Source: an optimization exercise on an open RTL-to-GDS flow (aim: small area). Production flows keep margins and buffers that such runs may drop.
Only simulation tests tie the RTL to the original design; equivalence was not proved.
No driver is modelled on the clock port, so clocking that relies on it looks cheaper here than on a real chip.
Power figures rest on the tool's default switching activity, not on a simulated workload.

==> fjord <==
// ircore_rx
module ircore_rx (
    input  wire        clk,
    input  wire        rst,             
    input  wire        set_mode,        
    input  wire [1:0]  mode_in,         
    input  wire        edge_valid,      
    input  wire [31:0] edge_ts,         
    input  wire        fire,            
    output wire        busy,
    output wire [1:0]  rx_mode,
    output wire [6:0]  rx_index,
    output wire        frame_active,
    output wire [3:0]  rx_result,
    output wire [31:0] rx_msg,
    output wire [31:0] rx_msg_count,
    output wire [31:0] rx_fail_count
);
    localparam [1:0] MODE_IDLE = 2'd0, MODE_NEC = 2'd1, MODE_RC6 = 2'd2;
    localparam [2:0] RES_NEC = 3'd1, RES_RC6 = 3'd2, RES_PM = 3'd3,
                     RES_MS  = 3'd4, RES_CF  = 3'd5, RES_UM = 3'd6;
    localparam [1:0] F_OK = 2'd0,    
                     F_LT = 2'd1,    
                     F_PM = 2'd2,    
                     F_MS = 2'd3;    
    reg [1:0]  mode_q;
    reg [6:0]  index_q;
    reg [2:0]  result_q;
    reg [1:0]  msg_hi_q;    
    reg [15:0] msg_lo_q;    
    reg [31:0] msg_cnt_q;
    reg [31:0] fail_cnt_q;
    reg [31:0] prev_q;      
    reg [1:0]  stat_q;      
    reg [4:0]  k_q;         
    reg [15:0] r_q;         
    reg        s_q;         
    reg        half_q;      
    assign busy          = 1'b0;
    assign rx_mode       = mode_q;
    assign rx_index      = index_q;
    assign frame_active  = |index_q;
    assign rx_result     = {1'b0, result_q};
    assign rx_msg        = {msg_hi_q, 14'd0, msg_lo_q};
    assign rx_msg_count  = msg_cnt_q;
    assign rx_fail_count = fail_cnt_q;
    wire is_nec = mode_q[0];
    wire [6:0] cap = is_nec ? 7'd67 : 7'd28;
    wire do_mode = set_mode && (mode_in != 2'd3);
    wire do_fire = !set_mode && fire && (index_q != 7'd0);
    wire do_edge = !set_mode && !fire && edge_valid &&
                   (mode_q[0] || mode_q[1]) && (index_q < cap);
    wire [14:0] cy;
    wire [13:0] pn = ~prev_q[13:0];
    assign cy[0] = 1'b1;
    genvar j;
    generate
        for (j = 0; j < 14; j = j + 1) begin : g_sub
            assign cy[j+1] = (edge_ts[j] & pn[j]) | (cy[j] & (edge_ts[j] ^ pn[j]));
        end
    endgenerate
    wire [13:0] d = edge_ts[13:0] ^ pn ^ cy[13:0];
    wire [17:0] ha = edge_ts[31:14];
    wire [17:0] hb = ~prev_q[31:14];
    wire [17:0] hz = {ha[16:0] | hb[16:0], cy[14]};
  ...
clock: 10.0 ns
lec_check: 0
cap_margin: 20
core_margin: 2
core_utilization: 70
slew_margin: 20
standard.sh (not shown) runs the stock make flow with config.mk's settings and CLKGATE_MAP_FILE= SYNTH_SCRIPT=/design/flow/synth_recipe.tcl, a recipe that flattens the netlist after the stock synthesis.
==> flow/flow/run.sh <==
#!/bin/bash
# The standard layout (standard.sh) with these changes:
#  - synthesis maps the logic with an area-oriented ABC script (synth_area.tcl),
#    and leaves adders to ABC instead of mapping them to ha/fa cells first;
#    it maps the combinational submodule (ir_dur_class, no registers) on its
#    own (SYNTH_HIERARCHICAL 1), then flattens as the standard synthesis does,
#    so the registers are those of the standard synthesis;
#  - every port still gets its own buffer, a buf_1, except the constant
#    outputs, which share one tie cell (no pass-through buffers in synthesis,
#    no tie fanout repair);
#  - the clock tree is built by clock_tree.tcl before CTS (a root clkbuf_4
#    and ten clkbuf_8 leaves over balanced clusters of flip-flops), and
#    clock_tree_synthesis, given only the clock port's net, leaves it as is.
# Each tool's full output goes to orfs/logs/ as in the standard flow; make's
# output goes to standard.log.
set -euo pipefail
export FLOW_SYNTH_TCL=$PWD/synth_recipe.tcl
export AREA_ABC_SCRIPT=$PWD/flow/area.abc
bash standard.sh \
  SYNTH_SCRIPT=$PWD/flow/synth_area.tcl ADDER_MAP_FILE= SYNTH_INSBUF=0 SYNTH_HIERARCHICAL=1 SKIP_REPAIR_TIE_FANOUT=1 \
  'BUFFER_PORTS_ARGS=-buffer_cell sky130_fd_sc_hd__buf_1' \
  PRE_CTS_TCL=$PWD/flow/clock_tree.tcl \
  'CTS_ARGS=-clk_nets clk -dont_use_dummy_load -buf_list sky130_fd_sc_hd__clkbuf_8' \
  finish > standard.log 2>&1
==> flow/flow/area.abc <==
&get -n
&st
&deepsyn -J 100 -T 300
&nf -R 1000 -p
&put
topo
==> flow/flow/clock_tree.tcl <==
# Clock tree for the PRE_CTS hook: the clock port drives one root buffer, which
# drives NLEAF leaf buffers, each at the centre of a cluster of flip-flops of
# at most ceil(sinks / NLEAF) members (capacity-limited k-means on placement).
# No register gets a deliberately later or earlier clock than the others.
# Build a two-level clock tree: the clock port drives NLEAF leaf buffers
# (LEAFBUF), each placed at the centre of a cluster of flip-flops.
proc build_clock_tree {nleaf leafbuf rootbuf} {
  set block [ord::get_db_block]
  set db [ord::get_db]
  set clknet [$block findNet clk]
  # sinks: every ITerm on the clk net except the port's
  set sinks {}
  foreach it [$clknet getITerms] { lappend sinks $it }
  # positions
  set pts {}
  foreach it $sinks {
    set inst [$it getInst]
    set bb [$inst getBBox]
    lappend pts [list $it [expr {([$bb xMin]+[$bb xMax])/2}] [expr {([$bb yMin]+[$bb yMax])/2}]]
  }
  # k-means, initial centres spread along sorted x+y
  set sorted [lsort -real -index 1 $pts]
  set n [llength $sorted]
  set cent {}
  for {set k 0} {$k < $nleaf} {incr k} {
    set p [lindex $sorted [expr {int(($k + 0.5) * $n / $nleaf)}]]
    lappend cent [list [lindex $p 1] [lindex $p 2]]
  }
  set cap [expr {int(ceil(double($n) / $nleaf))}]
  for {set iter 0} {$iter < 20} {incr iter} {
    # capacity-limited assignment: closest (point, centre) pairs first
    set pairs {}
    set i 0
    foreach p $pts {
      for {set k 0} {$k < $nleaf} {incr k} {
        set c [lindex $cent $k]
        lappend pairs [list $i $k [expr {abs([lindex $p 1]-[lindex $c 0]) + abs([lindex $p 2]-[lindex $c 1])}]]
      }
      incr i
    }
    set pairs [lsort -real -index 2 $pairs]
    set assign [lrepeat $n -1]
    set cnt [lrepeat $nleaf 0]
    foreach pr $pairs {
      lassign $pr i k d
      if {[lindex $assign $i] >= 0} continue
      if {[lindex $cnt $k] >= $cap} continue
      lset assign $i $k
      lset cnt $k [expr {[lindex $cnt $k] + 1}]
    }
    set sx [lrepeat $nleaf 0.0]; set sy [lrepeat $nleaf 0.0]
    set i 0
    foreach p $pts {
      set k [lindex $assign $i]
      lset sx $k [expr {[lindex $sx $k] + [lindex $p 1]}]
      lset sy $k [expr {[lindex $sy $k] + [lindex $p 2]}]
      incr i
    }
    for {set k 0} {$k < $nleaf} {incr k} {
      if {[lindex $cnt $k] > 0} {
        lset cent $k [list [expr {[lindex $sx $k]/[lindex $cnt $k]}] [expr {[lindex $sy $k]/[lindex $cnt $k]}]]
      }
    }
  }
  puts "clock tree clusters: $cnt"
  set lm [$db findMaster $leafbuf]
  set rootnet $clknet
  if {$rootbuf ne ""} {
    set rm [$db findMaster $rootbuf]
    set rinst [odb::dbInst_create $block $rm clkroot_buf]
    set rnet [odb::dbNet_create $block clkroot_net]
    $rnet setSigType CLOCK
    # place root at the mean of the centres
    set mx 0; set my 0
    foreach c $cent { set mx [expr {$mx + [lindex $c 0]}]; set my [expr {$my + [lindex $c 1]}] }
    $rinst setLocation [expr {int($mx/$nleaf)}] [expr {int($my/$nleaf)}]
    $rinst setPlacementStatus PLACED
    [$rinst findITerm A] connect $clknet
    [$rinst findITerm X] connect $rnet
    set rootnet $rnet
  }
  for {set k 0} {$k < $nleaf} {incr k} {
    set inst [odb::dbInst_create $block $lm clkleaf_buf_$k]
    set net [odb::dbNet_create $block clkleaf_net_$k]
    $net setSigType CLOCK
    set c [lindex $cent $k]
    $inst setLocation [expr {int([lindex $c 0])}] [expr {int([lindex $c 1])}]
    $inst setPlacementStatus PLACED
    [$inst findITerm A] connect $rootnet
    [$inst findITerm X] connect $net
  }
  set i 0
  foreach p $pts {
    set it [lindex $p 0]
    set k [lindex $assign $i]
    $it disconnect
    $it connect [$block findNet clkleaf_net_$k]
    incr i
  }
}

build_clock_tree 10 sky130_fd_sc_hd__clkbuf_8 sky130_fd_sc_hd__clkbuf_4
set_propagated_clock [all_clocks]
Other scripts of this flow, unchanged in this note and not shown: flow/flow/synth_area.tcl
==> inputs of lagoon, as changes to fjord <==
--- a/flow/design.v
+++ b/flow/design.v
@@ -58,31 +58,31 @@
             assign cy[j+1] = (edge_ts[j] & pn[j]) | (cy[j] & (edge_ts[j] ^ pn[j]));
         end
     endgenerate
     wire [13:0] d = edge_ts[13:0] ^ pn ^ cy[13:0];
     wire [17:0] ha = edge_ts[31:14];
     wire [17:0] hb = ~prev_q[31:14];
     wire [17:0] hz = {ha[16:0] | hb[16:0], cy[14]};
     wire        sm = ~|(ha ^ hb ^ hz);
-    wire u1, u2, u3, u4, ugap;
-    wire nec_h1_ok, nec_h2_ok, nec_mark_ok, nec_bit, rc6_h1_ok, rc6_h2_ok;
-    ir_dur_class u_class (
-        .d(d), .sm(sm),
-        .u1(u1), .u2(u2), .u3(u3), .u4(u4), .ugap(ugap),
-        .nec_h1_ok(nec_h1_ok), .nec_h2_ok(nec_h2_ok),
-        .nec_mark_ok(nec_mark_ok), .nec_bit(nec_bit),
-        .rc6_h1_ok(rc6_h1_ok), .rc6_h2_ok(rc6_h2_ok));
+    wire u1 = sm && d >= 14'd222  && d < 14'd666;
+    wire u2 = sm && d >= 14'd666  && d < 14'd1110;
+    wire u3 = sm && d >= 14'd1110 && d < 14'd1554;
+    wire u4 = sm && d >= 14'd1554 && d < 14'd1998;
+    wire ugap = sm && (d < 14'd222 || (d >= 14'd2442 && d < 14'd3330));
     wire [6:0] i  = index_q;
     wire       i1 = (i == 7'd1);
     wire       i2 = (i == 7'd2);
     wire       i3 = (i == 7'd3);
-    wire nec_hdr_bad  = i1 ? !nec_h1_ok : !nec_h2_ok;
-    wire nec_mark_bad = !nec_mark_ok;
-    wire rc6_hdr_bad = i1 ? !rc6_h1_ok : i2 ? !rc6_h2_ok : !u1;
+    wire nec_hdr_bad = i1 ? !(sm && d >= 14'd8000 && d < 14'd10000)
+                          : !(sm && d >= 14'd3500 && d < 14'd5500);
+    wire nec_mark_bad = !(sm && d >= 14'd250 && d < 14'd850);
+    wire nec_bit = !(sm && d <= 14'd1100);
+    wire rc6_hdr_bad = i1 ? !(sm && d > 14'd2220 && d < 14'd3108) :
+                       i2 ? !(sm && d > 14'd444  && d < 14'd1332) : !u1;
     wire w2     = (k_q < 5'd4);
     wire pw2  = (k_q != 5'd0) && (k_q <= 5'd4);
     wire u_pww  = pw2 ? (w2 ? u4 : u3) : (w2 ? u3 : u2);
     wire u_pw   = pw2 ? u2 : u1;
     wire u_w    = w2 ? u2 : u1;
     wire bits_ph = (k_q < 5'd20);
     wire tl1_ph  = (k_q == 5'd20) && !s_q;
     wire done_ph = (k_q == 5'd22);
@@ -190,32 +190,8 @@
                         if (ugap) k_q <= 5'd22;
                         else      stat_q <= F_MS;
                     end
                 end
             end
         end
     end
 endmodule
-module ir_dur_class (
-    input  wire [13:0] d,
-    input  wire        sm,
-    output wire        u1, u2, u3, u4,    
-    output wire        ugap,              
-    output wire        nec_h1_ok,         
-    output wire        nec_h2_ok,         
-    output wire        nec_mark_ok,       
-    output wire        nec_bit,           
-    output wire        rc6_h1_ok,         
-    output wire        rc6_h2_ok          
-);
-    assign u1   = sm && d >= 14'd222  && d < 14'd666;
-    assign u2   = sm && d >= 14'd666  && d < 14'd1110;
-    assign u3   = sm && d >= 14'd1110 && d < 14'd1554;
-    assign u4   = sm && d >= 14'd1554 && d < 14'd1998;
-    assign ugap = sm && (d < 14'd222 || (d >= 14'd2442 && d < 14'd3330));
-    assign nec_h1_ok   = sm && d >= 14'd8000 && d < 14'd10000;
-    assign nec_h2_ok   = sm && d >= 14'd3500 && d < 14'd5500;
-    assign nec_mark_ok = sm && d >= 14'd250  && d < 14'd850;
-    assign nec_bit     = !(sm && d <= 14'd1100);
-    assign rc6_h1_ok = sm && d > 14'd2220 && d < 14'd3108;
-    assign rc6_h2_ok = sm && d > 14'd444  && d < 14'd1332;
-endmodule
==> flow/flow/run.sh (replaced) <==
#!/bin/bash
# The standard layout (standard.sh) with these changes:
#  - synthesis maps the logic with an area-oriented ABC script (synth_area.tcl),
#    and leaves adders to ABC instead of mapping them to ha/fa cells first;
#  - every port still gets its own buffer, a buf_1, except the constant
#    outputs, which share one tie cell (no pass-through buffers in synthesis,
#    no tie fanout repair);
#  - the clock tree is built by clock_tree.tcl before CTS (a root clkbuf_4
#    and ten clkbuf_8 leaves over balanced clusters of flip-flops), and
#    clock_tree_synthesis, given only the clock port's net, leaves it as is.
# Each tool's full output goes to orfs/logs/ as in the standard flow; make's
# output goes to standard.log.
set -euo pipefail
export FLOW_SYNTH_TCL=$PWD/synth_recipe.tcl
export AREA_ABC_SCRIPT=$PWD/flow/area.abc
bash standard.sh \
  SYNTH_SCRIPT=$PWD/flow/synth_area.tcl ADDER_MAP_FILE= SYNTH_INSBUF=0 SKIP_REPAIR_TIE_FANOUT=1 \
  'BUFFER_PORTS_ARGS=-buffer_cell sky130_fd_sc_hd__buf_1' \
  PRE_CTS_TCL=$PWD/flow/clock_tree.tcl \
  'CTS_ARGS=-clk_nets clk -dont_use_dummy_load -buf_list sky130_fd_sc_hd__clkbuf_8' \
  finish > standard.log 2>&1
==> flow/flow/area.abc (replaced) <==
&get -n
&st
&deepsyn -T 20
&nf -R 1000 -p
&put
topo
==> inputs of sierra, as changes to fjord <==
- CAP_MARGIN: 20 -> 0
- SLEW_MARGIN: 20 -> 0
==> inputs of raven, as changes to fjord <==
--- a/flow/design.v
+++ b/flow/design.v
@@ -14,19 +14,19 @@
     output wire [31:0] rx_msg,
     output wire [31:0] rx_msg_count,
     output wire [31:0] rx_fail_count
 );
     localparam [1:0] MODE_IDLE = 2'd0, MODE_NEC = 2'd1, MODE_RC6 = 2'd2;
     localparam [2:0] RES_NEC = 3'd1, RES_RC6 = 3'd2, RES_PM = 3'd3,
                      RES_MS  = 3'd4, RES_CF  = 3'd5, RES_UM = 3'd6;
     localparam [1:0] F_OK = 2'd0,    
-                     F_LT = 2'd1,    
-                     F_PM = 2'd2,    
-                     F_MS = 2'd3;    
+                     F_PM = 2'd1,    
+                     F_MS = 2'd2,    
+                     F_LT = 2'd3;    
     reg [1:0]  mode_q;
     reg [6:0]  index_q;
     reg [2:0]  result_q;
     reg [1:0]  msg_hi_q;    
     reg [15:0] msg_lo_q;    
     reg [31:0] msg_cnt_q;
     reg [31:0] fail_cnt_q;
     reg [31:0] prev_q;      
@@ -38,51 +38,51 @@
     assign busy          = 1'b0;
     assign rx_mode       = mode_q;
     assign rx_index      = index_q;
     assign frame_active  = |index_q;
     assign rx_result     = {1'b0, result_q};
     assign rx_msg        = {msg_hi_q, 14'd0, msg_lo_q};
     assign rx_msg_count  = msg_cnt_q;
     assign rx_fail_count = fail_cnt_q;
-    wire is_nec = mode_q[0];
+    wire is_nec = (mode_q == MODE_NEC);
     wire [6:0] cap = is_nec ? 7'd67 : 7'd28;
     wire do_mode = set_mode && (mode_in != 2'd3);
     wire do_fire = !set_mode && fire && (index_q != 7'd0);
     wire do_edge = !set_mode && !fire && edge_valid &&
-                   (mode_q[0] || mode_q[1]) && (index_q < cap);
+                   (mode_q != MODE_IDLE) && (index_q < cap);
     wire [14:0] cy;
     wire [13:0] pn = ~prev_q[13:0];
     assign cy[0] = 1'b1;
     genvar j;
     generate
         for (j = 0; j < 14; j = j + 1) begin : g_sub
             assign cy[j+1] = (edge_ts[j] & pn[j]) | (cy[j] & (edge_ts[j] ^ pn[j]));
         end
     endgenerate
     wire [13:0] d = edge_ts[13:0] ^ pn ^ cy[13:0];
     wire [17:0] ha = edge_ts[31:14];
     wire [17:0] hb = ~prev_q[31:14];
     wire [17:0] hz = {ha[16:0] | hb[16:0], cy[14]};
     wire        sm = ~|(ha ^ hb ^ hz);
-    wire u1, u2, u3, u4, ugap;
-    wire nec_h1_ok, nec_h2_ok, nec_mark_ok, nec_bit, rc6_h1_ok, rc6_h2_ok;
-    ir_dur_class u_class (
-        .d(d), .sm(sm),
-        .u1(u1), .u2(u2), .u3(u3), .u4(u4), .ugap(ugap),
-        .nec_h1_ok(nec_h1_ok), .nec_h2_ok(nec_h2_ok),
-        .nec_mark_ok(nec_mark_ok), .nec_bit(nec_bit),
-        .rc6_h1_ok(rc6_h1_ok), .rc6_h2_ok(rc6_h2_ok));
+    wire u1 = sm && d >= 14'd222  && d < 14'd666;
+    wire u2 = sm && d >= 14'd666  && d < 14'd1110;
+    wire u3 = sm && d >= 14'd1110 && d < 14'd1554;
+    wire u4 = sm && d >= 14'd1554 && d < 14'd1998;
+    wire ugap = sm && (d < 14'd222 || (d >= 14'd2442 && d < 14'd3330));
     wire [6:0] i  = index_q;
     wire       i1 = (i == 7'd1);
     wire       i2 = (i == 7'd2);
     wire       i3 = (i == 7'd3);
-    wire nec_hdr_bad  = i1 ? !nec_h1_ok : !nec_h2_ok;
-    wire nec_mark_bad = !nec_mark_ok;
-    wire rc6_hdr_bad = i1 ? !rc6_h1_ok : i2 ? !rc6_h2_ok : !u1;
+    wire nec_hdr_bad = i1 ? !(sm && d >= 14'd8000 && d < 14'd10000)
+                          : !(sm && d >= 14'd3500 && d < 14'd5500);
+    wire nec_mark_bad = !(sm && d >= 14'd250 && d < 14'd850);
+    wire nec_bit = !(sm && d <= 14'd1100);
+    wire rc6_hdr_bad = i1 ? !(sm && d > 14'd2220 && d < 14'd3108) :
+                       i2 ? !(sm && d > 14'd444  && d < 14'd1332) : !u1;
     wire w2     = (k_q < 5'd4);
     wire pw2  = (k_q != 5'd0) && (k_q <= 5'd4);
     wire u_pww  = pw2 ? (w2 ? u4 : u3) : (w2 ? u3 : u2);
     wire u_pw   = pw2 ? u2 : u1;
     wire u_w    = w2 ? u2 : u1;
     wire bits_ph = (k_q < 5'd20);
     wire tl1_ph  = (k_q == 5'd20) && !s_q;
     wire done_ph = (k_q == 5'd22);
@@ -162,17 +162,17 @@
                     end else begin
                         r_q[7:0] <= {r_q[6:0], r_q[7]};
                         if (nec_bit == r_q[7] && stat_q == F_OK) stat_q <= F_LT;
                     end
                 end
             end else begin
                 if (i1 || i2 || i3) begin
                     if (rc6_hdr_bad) stat_q <= F_PM;
-                end else if (!stat_q[1] && !done_ph) begin
+                end else if (stat_q != F_PM && stat_q != F_MS && !done_ph) begin
                     if (bits_ph) begin
                         if (!half_q && u_pw) begin
                             half_q <= 1'b1;
                         end else if (half_q ? u_w : u_pww) begin
                             if (!half_q) s_q <= ~s_q;
                             half_q <= 1'b0;
                             k_q    <= k_q + 5'd1;
                             if (k_q < 5'd3) begin
@@ -190,32 +190,8 @@
                         if (ugap) k_q <= 5'd22;
                         else      stat_q <= F_MS;
                     end
                 end
             end
         end
     end
 endmodule
-module ir_dur_class (
-    input  wire [13:0] d,
-    input  wire        sm,
-    output wire        u1, u2, u3, u4,    
-    output wire        ugap,              
-    output wire        nec_h1_ok,         
-    output wire        nec_h2_ok,         
-    output wire        nec_mark_ok,       
-    output wire        nec_bit,           
-    output wire        rc6_h1_ok,         
-    output wire        rc6_h2_ok          
-);
-    assign u1   = sm && d >= 14'd222  && d < 14'd666;
-    assign u2   = sm && d >= 14'd666  && d < 14'd1110;
-    assign u3   = sm && d >= 14'd1110 && d < 14'd1554;
-    assign u4   = sm && d >= 14'd1554 && d < 14'd1998;
-    assign ugap = sm && (d < 14'd222 || (d >= 14'd2442 && d < 14'd3330));
-    assign nec_h1_ok   = sm && d >= 14'd8000 && d < 14'd10000;
-    assign nec_h2_ok   = sm && d >= 14'd3500 && d < 14'd5500;
-    assign nec_mark_ok = sm && d >= 14'd250  && d < 14'd850;
-    assign nec_bit     = !(sm && d <= 14'd1100);
-    assign rc6_h1_ok = sm && d > 14'd2220 && d < 14'd3108;
-    assign rc6_h2_ok = sm && d > 14'd444  && d < 14'd1332;
-endmodule
==> flow/flow/run.sh (replaced) <==
#!/bin/bash
# The standard layout (standard.sh) with these changes:
#  - synthesis maps the logic with an area-oriented ABC script (synth_area.tcl),
#    and leaves adders to ABC instead of mapping them to ha/fa cells first;
#  - every port still gets its own buffer, a buf_1;
#  - the clock tree is built by clock_tree.tcl before CTS (a root clkbuf_8
#    and ten clkbuf_8 leaves over balanced clusters of flip-flops), and
#    clock_tree_synthesis, given only the clock port's net, leaves it as is.
# Each tool's full output goes to orfs/logs/ as in the standard flow; make's
# output goes to standard.log.
set -euo pipefail
export FLOW_SYNTH_TCL=$PWD/synth_recipe.tcl
export AREA_ABC_SCRIPT=$PWD/flow/area.abc
bash standard.sh \
  SYNTH_SCRIPT=$PWD/flow/synth_area.tcl ADDER_MAP_FILE= \
  'BUFFER_PORTS_ARGS=-buffer_cell sky130_fd_sc_hd__buf_1' \
  PRE_CTS_TCL=$PWD/flow/clock_tree.tcl \
  'CTS_ARGS=-clk_nets clk -dont_use_dummy_load -buf_list sky130_fd_sc_hd__clkbuf_8' \
  finish > standard.log 2>&1
==> flow/flow/area.abc (replaced) <==
&get -n
&st
&deepsyn -T 20
&nf -R 1000 -p
&put
topo
--- a/flow/flow/clock_tree.tcl
+++ b/flow/flow/clock_tree.tcl
@@ -94,10 +94,10 @@
     set it [lindex $p 0]
     set k [lindex $assign $i]
     $it disconnect
     $it connect [$block findNet clkleaf_net_$k]
     incr i
   }
 }
 
-build_clock_tree 10 sky130_fd_sc_hd__clkbuf_8 sky130_fd_sc_hd__clkbuf_4
+build_clock_tree 10 sky130_fd_sc_hd__clkbuf_8 sky130_fd_sc_hd__clkbuf_8
 set_propagated_clock [all_clocks]
==> comparison table <==
| metric | raven | lagoon | fjord | sierra |
|---|---|---|---|---|
| GRT Resource Usage Total | 26.9% | 27.1% | 29.0% | 29.0% |
| Clk pwr share | 26.7% | 26.5% | 27.0% | 26.9% |
| Antenna diode count | 0 | 1 | 0 | 0 |
| Maximum fanout along the worst path | 9 | 10 | 9 | 9 |
| Synth Cell Area | 6910 um^2 | 6720 um^2 | 6700 um^2 | 6700 um^2 |
| Total routed wirelength | 15400 um | 14600 um | 15300 um | 15300 um |
| Min-Delay Endpoint | r_q[9] | r_q[6] | fail_cnt_q[31] | fail_cnt_q[31] |
| Layout filler cell count | 643 | 645 | 598 | 600 |
| Flip-flop and latch share of the layout cell area | 46.7% | 47.5% | 47.5% | 47.6% |
| Number of cells traversed by the worst hold path | 0 | 0 | 1 | 1 |
| Via count | 5813 | 5630 | 5807 | 5780 |
| Number of cells on the critical path | 24 | 26 | 37 | 37 |
| Endpoint of the most critical setup path | r_q[15] | msg_cnt_q[31] | r_q[11] | r_q[11] |
| Met3 Usage GRT | 5.51% | 3.49% | 5.40% | 5.40% |
| Proportion of layout cells with a drive suffix above 1 | 2.10% | 2.06% | 2.30% | 2.18% |
| Internal power consumption | 777 uW | 766 uW | 759 uW | 759 uW |
| Multi-input gate count | 541 | 510 | 507 | 507 |
| Pleak | 0.00267 uW | 0.00259 uW | 0.00258 uW | 0.00258 uW |
| Ratio of routed vias to standard cells | 5.87 | 5.90 | 6.09 | 6.06 |
| Status | no timing/DRC/antenna violations | no timing/DRC/antenna violations | no timing/DRC/antenna violations | no timing/DRC/antenna violations |
| Final Skew | 0.0225 ns | 0.0248 ns | 0.0204 ns | 0.0215 ns |
| Data required time of the critical path | 10.04 ns | 10.46 ns | 10.25 ns | 10.25 ns |

## what the ideal ports hide
The results above use ideal ports. As a check the final layouts listed here were re-extracted and re-timed, cells and wires unchanged. Step 1 (the two cells are an assumption about what drives the block):
set clk [get_ports {clk}]
set_driving_cell -lib_cell sky130_fd_sc_hd__clkbuf_16 $clk
set_driving_cell -lib_cell sky130_fd_sc_hd__buf_2 [delete_from_list [all_inputs] $clk]
Step 2, shift: input delay + t, output delay - t, t = (earliest + latest rising clock arrival at the registers) / 2. This alone moves slack from input paths to output paths. a / b / c = ideal / step 1 / step 2; a / b = the first two.
run | t, ns | setup slack, ns | clock arrival spread, ns
fjord | 0.565 | 1.802 / 1.814 / 1.249 | 0.021 / 0.021
lagoon | 0.558 | 2.351 / 2.351 / 1.921 | 0.026 / 0.026
sierra | 0.561 | 1.786 / 1.798 / 1.237 | 0.021 / 0.022
raven | 0.442 | 1.552 / 1.565 / 1.123 | 0.022 / 0.023
After both steps setup and hold are still met in every run listed. The setup slack of fjord, which loses most, moves by +0.012 ns with the drivers and by -0.553 ns with both steps.
